This is an optimization exercise on Yosys and OpenROAD, whose aim is small area, a short achievable clock period and few clock cycles, not a production implementation.
The RTL was checked by simulation tests, not by an equivalence proof against the original design.
Power figures rest on the tool's default switching activity, not on a simulated workload.

$ cat flow/config.mk
export PLATFORM = sky130hd
export DESIGN_NAME = ahc
export DESIGN_NICKNAME = ahc
export VERILOG_FILES = /design/flow/design.v
export SDC_FILE = /design/flow/constraint.sdc
export NUM_CORES = 4
export LEC_CHECK = 0
export CAP_MARGIN = 20
export CORE_MARGIN = 2
export CORE_UTILIZATION = 30
export PLACE_DENSITY = 0.4
export SLEW_MARGIN = 20
$ cat flow/constraint.sdc
create_clock -name core_clock -period 10.0 [get_ports {clk}]
set_input_delay 2.0000 -clock core_clock [delete_from_list [all_inputs] [get_ports {clk}]]
set_output_delay 2.0000 -clock core_clock [all_outputs]
set_load 0.01 [all_outputs]
$ cat flow/design.v
module ahc (
  input  logic        clk,
  input  logic        rst,
  input  logic        cmd_valid,
  output logic        cmd_ready,
  input  logic [31:0] cmd_data,
  output logic        rsp_valid,
  input  logic        rsp_ready,
  output logic [3:0]  rsp_status,
  output logic [31:0] rsp_value,
  output logic        bout_valid,
  input  logic        bout_ready,
  output logic        bout_bit,
  output logic        bout_last,
  input  logic        bin_valid,
  output logic        bin_ready,
  input  logic        bin_bit,
  input  logic        bin_eos
);
  localparam int WB = 10;
  localparam int N  = 63;
  localparam logic [5:0] ROOT = 6'd62;
  localparam logic [5:0] NONE = 6'd63;
  localparam logic [9:0] MAXW = 10'h3ff;
  localparam logic [1:0] K_UNUSED = 2'd0, K_INT = 2'd1, K_LEAF = 2'd2, K_NYT = 2'd3;
  localparam logic [3:0] OP_NOP = 4'h0, OP_INIT = 4'h1, OP_ENCODE = 4'h2,
                         OP_DECODE = 4'h3, OP_UPDATE = 4'h4, OP_MAP = 4'h5,
                         OP_WALK = 4'h6, OP_CSR = 4'h7, OP_NRDW = 4'h8,
                         OP_NRDS = 4'h9;
  localparam logic [3:0] ST_OK = 4'd0, ST_ILLEGAL = 4'd1, ST_RANGE = 4'd2,
                         ST_OVERFLOW = 4'd3, ST_TRUNC = 4'd4, ST_STREAM = 4'd5,
                         ST_FATAL = 4'd7;
  logic [N-1:0][WB-1:0] w;
  logic [N-1:0]         isi;       
  logic [N-1:0][5:0]    sc;        
  logic [5:0]           lo;
  logic                 nytp;
  logic                 fatal;
  logic [3:0]           cause;
  logic [N-1:0] used, iint, ileaf;
  always_comb begin
    for (int j = 0; j < N; j++) begin
      used[j]  = (6'(j) > lo) || ((6'(j) == lo) && !nytp);
      iint[j]  = used[j] && isi[j];
      ileaf[j] = used[j] && !isi[j];
    end
  end
  typedef enum logic [2:0] {
    M_IDLE, M_DISP, M_CLIMB, M_EMIT, M_WALK, M_RAW, M_RESP
  } mstate_t;
  typedef enum logic [2:0] {
    U_IDLE, U_SPLIT1, U_SPLIT2, U_ABS, U_LEAD, U_SI, U_PAR
  } ustate_t;
  mstate_t     ms;
  ustate_t     us;
  logic [31:0] cmd;
  logic [3:0]  r_status;
  logic [31:0] r_value;
  logic [4:0]  s;           
  logic        newf;
  logic [5:0]  nb;          
  logic [35:0] ob;          
  logic [5:0]  oc;          
  logic [5:0]  cur;         
  logic [3:0]  rawv;
  logic [2:0]  rawcnt;
  logic [5:0]  mq;          
  logic [4:0]  u_s;
  logic [5:0]  u_q;         
  logic [5:0]  u_p;         
  logic [5:0]  u_x;         
  logic [5:0]  u_dfr;
  logic        u_dfrv;
  logic        u_indefer;
  logic        u_symovr;    
  wire [3:0]  opc  = cmd[31:28];
  wire [11:0] rsvd = cmd[27:16];
  wire [15:0] opnd = cmd[15:0];
  wire        ubusy = (us != U_IDLE);
  logic [5:0]  ra_idx;
  logic [N-1:0] ra_sel;
  logic [WB-1:0] ra_w;        
  logic        ra_int;       
  logic        ra_leaf;      
  logic [5:0]  ra_sc;
  always_comb begin
    case (us)
      U_SPLIT1: ra_idx = lo;
      U_SPLIT2: ra_idx = lo - 6'd1;
      U_ABS:    ra_idx = 6'd0;
      U_LEAD:   ra_idx = u_q;
      U_SI:     ra_idx = u_p;
      default:  ra_idx = cur;
    endcase
    for (int j = 0; j < N; j++) ra_sel[j] = (ra_idx == 6'(j));
    ra_w = '0; ra_int = 1'b0; ra_leaf = 1'b0; ra_sc = '0;
    for (int j = 0; j < N; j++) begin
      ra_w    = ra_w    | ({WB{ra_sel[j] && used[j]}} & w[j]);
      ra_int  = ra_int  | (ra_sel[j] && iint[j]);
      ra_leaf = ra_leaf | (ra_sel[j] && ileaf[j]);
      ra_sc   = ra_sc   | ({6{ra_sel[j]}} & sc[j]);
    end
  end
  logic [5:0]   px;
  logic [5:0]   par;
  logic         par_f;
  always_comb begin
    case (us)
      U_LEAD:  px = u_q;
      U_SI:    px = u_p;
      U_PAR:   px = u_x;
      default: px = cur;
    endcase
    par   = '0;
    par_f = 1'b0;
    for (int j = 0; j < N; j++) begin
      if (iint[j] && sc[j][5:1] == px[5:1]) begin
        par   = par | 6'(j);
        par_f = 1'b1;
      end
    end
    if (!par_f) par = NONE;
  end
  logic [3:0]  sy4;
  logic        sy0;
  logic        sf0, sf1, sf;
  logic [5:0]  sidx;
  always_comb begin
    sy4 = (ms == M_RAW) ? rawv : opnd[4:1];
    sy0 = opnd[0];
    sf0 = 1'b0; sf1 = 1'b0; sidx = '0;
    for (int j = 0; j < N; j++) begin
      if (ileaf[j] && sc[j][4:1] == sy4) begin
        if (sc[j][0]) sf1 = 1'b1; else sf0 = 1'b1;
        if (sc[j][0] == sy0) sidx = sidx | 6'(j);
      end
    end
    sf = sy0 ? sf1 : sf0;
  end
  logic [WB-1:0] cv;            
  logic [N-1:0]  lt, eq, ge, lessk, shf, tsel, eql, lsel;
  logic          c_int;
  logic [5:0]    tbin, lbin;
  logic [5:0]    lsc;           
  always_comb begin
    cv    = ra_w + WB'(us == U_SI);
    c_int = ra_int;
    for (int j = 0; j < N; j++) begin
      lt[j]    = w[j] < cv;
      eq[j]    = w[j] == cv;
      ge[j]    = 6'(j) >= ra_idx;
      lessk[j] = lt[j] || (eq[j] && !isi[j] && c_int);
      eql[j]   = eq[j] && !isi[j];
    end
    for (int j = 0; j < N; j++) begin
      if (j < N - 1) begin
        shf[j]  = ge[j] && lessk[j+1];
        tsel[j] = ge[j] && lessk[j] && !lessk[j+1];
        lsel[j] = ge[j] && eql[j] && !eql[j+1];
      end else begin
        shf[j]  = 1'b0;
        tsel[j] = ge[j] && lessk[j];
        lsel[j] = ge[j] && eql[j];
      end
    end
    tbin = '0; lbin = '0; lsc = '0;
    for (int j = 0; j < N; j++) begin
      if (tsel[j]) tbin = tbin | 6'(j);
      if (lsel[j]) begin
        lbin = lbin | 6'(j);
        lsc  = lsc | sc[j];
      end
    end
  end
  logic [N-1:0] ld;         
  logic [N-1:0] sh;         
  logic         b_int;
  logic [5:0]   b_sc;
  always_comb begin
    ld = '0; sh = '0;
    b_int = 1'b0; b_sc = '0;
    case (us)
      U_SPLIT1: begin                  
        ld    = ra_sel;
        b_int = 1'b1;
        b_sc  = lo - 6'd1;
      end
      U_SPLIT2, U_ABS: begin           
        ld    = ra_sel;
        b_int = 1'b0;
        b_sc  = {1'b0, u_s};
      end
      U_LEAD: begin                    
        if (!lsel[u_q]) ld = ra_sel;
        b_int = 1'b0;
        b_sc  = lsc;
      end
      U_SI: begin                      
        sh    = shf;
        ld    = tsel;
        b_int = c_int;
        b_sc  = u_symovr ? {1'b0, u_s} : ra_sc;
      end
      default: ;
    endcase
  end
  always_ff @(posedge clk) begin
    for (int j = 0; j < N; j++) begin
      if (j < N - 1 && sh[j]) begin
        w[j]   <= w[j+1];
        isi[j] <= isi[j+1];
        sc[j]  <= sc[j+1];
      end else if (ld[j]) begin
        w[j]   <= cv;
        isi[j] <= b_int;
        sc[j]  <= b_sc;
      end
    end
  end
  logic illegal, tree_cmd, range_err, ovf, w_root_max;
  always_comb begin
    w_root_max = used[62] && (w[62] == MAXW);
    illegal   = (opc >= 4'hA) || (rsvd != 12'd0) ||
                ((opc == OP_NOP || opc == OP_INIT || opc == OP_DECODE || opc == OP_WALK) &&
                 (opnd != 16'd0));
    tree_cmd  = (opc == OP_ENCODE) || (opc == OP_DECODE) || (opc == OP_UPDATE) ||
                (opc == OP_MAP) || (opc == OP_WALK);
    range_err = ((opc == OP_ENCODE || opc == OP_UPDATE || opc == OP_MAP) && (opnd >= 16'd32)) ||
                ((opc == OP_NRDW || opc == OP_NRDS) && (opnd >= 16'd63)) ||
                ((opc == OP_CSR) && (opnd > 16'd5));
    ovf       = (opc == OP_ENCODE || opc == OP_DECODE || opc == OP_UPDATE) && w_root_max;
  end
  function automatic logic [31:0] result(input logic [5:0] n, input logic nw, input logic [4:0] y);
    result = {14'd0, 8'(y), nw, 9'(n)};
  endfunction
  logic [31:0] csr_val;
  logic [6:0]  nodes;
  always_comb begin
    nodes = 7'd63 - {1'b0, lo};
    case (opnd[2:0])
      3'd0:    csr_val = 32'h4148010A;
      3'd1:    csr_val = {24'd0, cause, 1'b0, (lo == ROOT), nytp, fatal};
      3'd2:    csr_val = 32'(used[62] ? w[62] : 10'd0);
      3'd3:    csr_val = 32'(nodes);
      3'd4:    csr_val = 32'((ROOT - lo) >> 1) + 32'(!nytp);
      default: csr_val = 32'(lo);
    endcase
  end
  logic [1:0]  rd_kind;
  logic [31:0] nrds_val;
  always_comb begin
    if (ra_int)       rd_kind = K_INT;
    else if (ra_leaf) rd_kind = K_LEAF;
    else if (nytp && cur == lo) rd_kind = K_NYT;
    else              rd_kind = K_UNUSED;
    nrds_val = {4'd0, 9'(ra_int ? ra_sc : NONE), 9'(par), 3'd0, (ra_leaf ? ra_sc[4:0] : 5'd0), rd_kind};
  end
  logic [4:0]  wpair;
  logic [1:0]  wp_int, wp_leaf;
  logic [4:0]  wp_sym0, wp_sym1;
  logic        root_nyt;
  always_comb begin
    wpair = ra_sc[5:1];
    wp_int = '0; wp_leaf = '0; wp_sym0 = '0; wp_sym1 = '0;
    for (int k = 0; k < 31; k++) begin
      if (wpair == 5'(k)) begin
        wp_int  = {iint[2*k+1], iint[2*k]};
        wp_leaf = {ileaf[2*k+1], ileaf[2*k]};
        wp_sym0 = sc[2*k][4:0];
        wp_sym1 = sc[2*k+1][4:0];
      end
    end
    root_nyt = nytp && (lo == ROOT);
  end
  wire disp_ok   = !illegal && !(tree_cmd && fatal) && !range_err && !ovf;
  wire disp_walk = (ms == M_DISP) && !ubusy && disp_ok &&
                   (opc == OP_DECODE || opc == OP_WALK) && !root_nyt;
  wire walking   = (ms == M_WALK) || disp_walk;
  wire [5:0] nbw = (ms == M_WALK) ? nb : 6'd0;    
  assign cmd_ready  = !rst && (ms == M_IDLE);
  assign rsp_valid  = !rst && (ms == M_RESP);
  assign rsp_status = r_status;
  assign rsp_value  = r_value;
  assign bout_valid = !rst && (ms == M_EMIT);
  assign bout_bit   = ob[0];
  assign bout_last  = (oc == 6'd1);
  assign bin_ready  = !rst && (walking || (ms == M_RAW));
  logic        u_start, u_new;
  logic [4:0]  u_sym;
  logic [5:0]  u_slot;
  task automatic respond(input logic [3:0] st, input logic [31:0] val);
    r_status <= st;
    r_value  <= val;
    ms       <= M_RESP;
    if (st == ST_TRUNC || st == ST_STREAM) begin
      fatal <= 1'b1;
      cause <= st;
    end
  endtask
  always_comb begin
    u_start = 1'b0; u_new = 1'b0; u_sym = s; u_slot = cur;
    if (walking) begin
      if (opc == OP_DECODE && bin_valid && !bin_eos && (bin_bit ? wp_leaf[1] : wp_leaf[0])) begin
        u_start = 1'b1; u_new = 1'b0;
        u_sym   = bin_bit ? wp_sym1 : wp_sym0;
        u_slot  = {wpair, bin_bit};
      end
    end else if (ms == M_DISP) begin
      if (!ubusy && disp_ok) begin
        if (opc == OP_UPDATE) begin
          u_start = 1'b1; u_new = !sf; u_sym = opnd[4:0]; u_slot = sidx;
        end else if (opc == OP_ENCODE && !sf && root_nyt) begin
          u_start = 1'b1; u_new = 1'b1; u_sym = opnd[4:0];
        end
      end
    end else if (ms == M_CLIMB) begin
      if (opc == OP_ENCODE && par == ROOT) begin
        u_start = 1'b1; u_new = newf; u_sym = s; u_slot = mq;
      end
    end else if (ms == M_RAW) begin
      if (opc == OP_DECODE && bin_valid && !bin_eos && rawcnt == 3'd4 && !(bin_bit ? sf1 : sf0)) begin
        u_start = 1'b1; u_new = 1'b1; u_sym = {rawv, bin_bit};
      end
    end
  end
  always_ff @(posedge clk) begin
    if (rst) begin
      ms       <= M_IDLE;
      r_status <= '0;
      r_value  <= '0;
      lo       <= ROOT;
      nytp     <= 1'b1;
      fatal    <= 1'b0;
      cause    <= 4'd0;
      cur      <= ROOT;
    end else begin
      case (ms)
        M_IDLE: begin
          if (cmd_valid) begin
            cmd <= cmd_data;
            cur <= (cmd_data[31:28] == OP_NRDW || cmd_data[31:28] == OP_NRDS) ? cmd_data[5:0] : ROOT;
            ms  <= M_DISP;
          end
        end
        M_DISP: begin
          if (!ubusy) begin
            nb <= '0;
            s  <= opnd[4:0];
            if (illegal)                     respond(ST_ILLEGAL, 32'd0);
            else if (tree_cmd && fatal)      respond(ST_FATAL, 32'd0);
            else if (range_err)              respond(ST_RANGE, 32'd0);
            else if (ovf)                    respond(ST_OVERFLOW, 32'd0);
            else begin
              case (opc)
                OP_NOP:  respond(ST_OK, 32'd0);
                OP_INIT: begin
                  lo    <= ROOT;
                  nytp  <= 1'b1;
                  fatal <= 1'b0;
                  cause <= 4'd0;
                  respond(ST_OK, 32'd0);
                end
                OP_CSR:  respond(ST_OK, csr_val);
                OP_NRDW: respond(ST_OK, 32'(ra_w));
                OP_NRDS: respond(ST_OK, nrds_val);
                OP_ENCODE, OP_MAP: begin
                  newf <= !sf;
                  mq   <= sidx;
                  if (!sf) begin
                    cur <= lo;
                    ob  <= {31'd0, opnd[0], opnd[1], opnd[2], opnd[3], opnd[4]};
                    oc  <= 6'd5;
                    nb  <= 6'd5;
                    ms  <= root_nyt ? M_EMIT : M_CLIMB;
                  end else begin
                    cur <= sidx;
                    ob  <= '0;
                    oc  <= '0;
                    ms  <= M_CLIMB;
                  end
                end
                OP_UPDATE: respond(ST_OK, result(6'd0, !sf, opnd[4:0]));
                default: begin              
                  if (root_nyt) begin
                    rawcnt <= '0;
                    ms     <= M_RAW;
                  end
                end
              endcase
            end
          end
        end
        M_CLIMB: begin
          ob  <= {ob[34:0], cur[0]};
          oc  <= oc + 6'd1;
          nb  <= nb + 6'd1;
          cur <= par;
          if (par == ROOT) ms <= M_EMIT;
        end
        M_EMIT: begin
          if (bout_ready) begin
            ob <= {1'b0, ob[35:1]};
            oc <= oc - 6'd1;
            if (oc == 6'd1) respond(ST_OK, result(nb, newf, s));
          end
        end
        M_RAW: begin
          if (bin_valid) begin
            if (bin_eos) respond(ST_TRUNC, result(nb, 1'b1, '0));
            else begin
              rawv   <= {rawv[2:0], bin_bit};
              rawcnt <= rawcnt + 3'd1;
              nb     <= nb + 6'd1;
              if (rawcnt == 3'd4) begin
                if (bin_bit ? sf1 : sf0)
                  respond(ST_STREAM, result(nb + 6'd1, 1'b1, {rawv, bin_bit}));
                else
                  respond(ST_OK, result(nb + 6'd1, 1'b1, {rawv, bin_bit}));
              end
            end
          end
        end
        M_RESP: begin
          if (rsp_ready) ms <= M_IDLE;
        end
        default: ;
      endcase
      if (walking && bin_valid) begin
        if (bin_eos) respond(ST_TRUNC, result(nbw, 1'b0, '0));
        else begin
          nb <= nbw + 6'd1;
          if (bin_bit ? wp_int[1] : wp_int[0]) begin
            cur <= {wpair, bin_bit};
            ms  <= M_WALK;
          end else if (bin_bit ? wp_leaf[1] : wp_leaf[0]) begin
            respond(ST_OK, result(nbw + 6'd1, 1'b0, bin_bit ? wp_sym1 : wp_sym0));
          end else begin                    
            rawcnt <= '0;
            ms     <= M_RAW;
          end
        end
      end else if (ms == M_DISP && disp_walk) begin
        ms <= M_WALK;                       
      end
      if (us == U_SPLIT2) lo <= lo - 6'd2;
      if (us == U_ABS)    nytp <= 1'b0;
    end
  end
  always_ff @(posedge clk) begin
    if (rst) begin
      us <= U_IDLE;
    end else begin
      case (us)
        U_IDLE: begin
          if (u_start) begin
            u_s       <= u_sym;
            u_q       <= u_slot;
            u_indefer <= 1'b0;
            u_symovr  <= 1'b0;
            u_dfrv    <= 1'b0;
            if (u_new) us <= (lo != 6'd0) ? U_SPLIT1 : U_ABS;
            else       us <= U_LEAD;
          end
        end
        U_SPLIT1: us <= U_SPLIT2;
        U_SPLIT2: begin
          u_p    <= lo;
          u_dfr  <= lo - 6'd1;
          u_dfrv <= 1'b1;
          us     <= U_SI;
        end
        U_ABS: begin
          u_p <= 6'd0;
          us  <= U_SI;
        end
        U_LEAD: begin
          if (nytp && lsel[u_q] && u_q == lo + 6'd1) begin
            u_dfr  <= u_q;
            u_dfrv <= 1'b1;
            u_p    <= par;
          end else begin
            u_p      <= lbin;
            u_symovr <= 1'b1;
          end
          us <= U_SI;
        end
        U_SI: begin
          u_symovr <= 1'b0;
          if (c_int) begin
            if (par_f) u_p <= par;
            else if (u_dfrv) begin
              u_p       <= u_dfr;
              u_dfrv    <= 1'b0;
              u_indefer <= 1'b1;
            end else us <= U_IDLE;
          end else begin
            if (u_indefer) us <= U_IDLE;
            else begin
              u_x <= tbin;
              us  <= U_PAR;
            end
          end
        end
        U_PAR: begin
          if (par_f) begin
            u_p <= par;
            us  <= U_SI;
          end else if (u_dfrv) begin
            u_p       <= u_dfr;
            u_dfrv    <= 1'b0;
            u_indefer <= 1'b1;
            us        <= U_SI;
          end else us <= U_IDLE;
        end
        default: us <= U_IDLE;
      endcase
    end
  end
endmodule
$ cat flow/run.sh
#!/bin/bash
# synth_recipe.tcl (not shown) runs the flow's synth.tcl, then flattens the netlist and writes it again
# the make line also repeats each setting of config.mk as NAME=value (left out here)
make -C /OpenROAD-flow-scripts/flow DESIGN_CONFIG=/design/flow/config.mk WORK_HOME=/design/flow/orfs CLKGATE_MAP_FILE= SYNTH_SCRIPT=/design/flow/synth_recipe.tcl finish
==> run notes <==
* Portion of the post-synthesis area used by sequential elements at 0.375
* Wire length of the first global-routing pass at 1460000 um
* Most frequent cells after synthesis: sky130_fd_sc_hd__edfxtp_1 (1201), sky130_fd_sc_hd__nand2_1 (1192), sky130_fd_sc_hd__o21ai_0 (957)
* Number of ports placed on the die boundary at 82
* Err: [ERROR GRT-0116] Global routing finished with congestion. Check the congestion regions in the DRC Viewer.
* Fraction of synthesis flops using an asynchronous set or reset pin at 0
* Number of warnings issued by yosys at 4
* Largest net degree at the start of global routing at 79
* Number of enable-type register cells in the synthesized netlist at 1201
* Total standard cell area after synthesis at 0.0992 sq mm
* Buffer type at the clock tree root: sky130_fd_sc_hd__clkbuf_16
* Count of unique library cells instantiated by Yosys at 117
* Overall die height at 579 um
* Syn Inst Count at 10700
* Vias in the first global route at 125000
* Cell with the most instances after synthesis: sky130_fd_sc_hd__edfxtp_1
* Effective utilization at floorplan at 0.301
* Cell total after placement at 16600
* CTS max path bufs at 4
* Outcome: stopped before the end
* Register bit count reported by yosys at 1260
* Weighted congestion reported at the end of routability-driven placement at 1.28
* Cell type with the highest aggregate area in the netlist: sky130_fd_sc_hd__edfxtp_1
* Number of buffers added on ports at 81
* Stopped at: global routing
* Number of sinks driven by the clock tree at 1260
* Post-DP HPWL at 832000 um
* Overflow left after global routing at 76
* H-tree levels at 4
* Top cell type's share of synthesized area at 0.364
* Most common flop cell mapped by yosys: sky130_fd_sc_hd__edfxtp_1
* Cell types occupying the most area after synthesis: sky130_fd_sc_hd__edfxtp_1 (36%), sky130_fd_sc_hd__ha_1 (8.2%), sky130_fd_sc_hd__mux2_2 (5.1%)
* Number of buffers created by CTS at 162
* Mean Syn Cell Area at 9.30 sq um
* Total of hold buffers inserted after clock tree synthesis at 0
* Die width at 579 um
* Floorplan row count at 211
* Total global-route track usage at 0.669
## how the worst min path moves through the flow
stage	slack (ns)	depth (start not counted)	end
2_1_floorplan	0.41	2	cause[3]
3_3_place_gp	0.42	2	cause[3]
3_5_place_dp	0.43	2	cause[3]
4_1_cts	0.45	2	cause[3]
## power groups by stage
stage               registers [mW]  clock network (mW)  logic (mW)
floorplan                     6.07                   0        12.3
CTS                           6.07                6.04        29.7
detailed placement            6.17                   0        29.1
global placement              6.17                   0        29.4
## cell families after synthesis
kind of cell	Yosys count	synth area share
buf+inv	1008	0.0405
xor+xnor	631	0.0559
fa+ha+maj	653	0.0824
simple gates	3531	0.178
compound gates	3012	0.202
mux	570	0.0656
flops	1260	0.375
other cells	2	0.0000757
## metrics by stage
step / setup WS [ns] / area (sq um) / hold WS [ns]
floorplan: 0.00521 / 100000 / 0.409
global placement: -4.19 / 124000 / 0.420
detailed placement: -3.65 / 124000 / 0.433
CTS: -0.459 / 131000 / 0.445
## repair_timing
action	CTS
pin swaps	79
buffers inserted	84
endpoints found under the setup margin	1852
cloned	9
endpoints found under the hold margin	0
gates resized for setup	289
## layer usage
layer	global-route usage	overflow
met1	0.694	0
met2	0.830	39
met3	0.493	3
met4	0.653	34
met5	0.185	0
Testbench counts, summed over its fixed seeds: cycles 58,037.
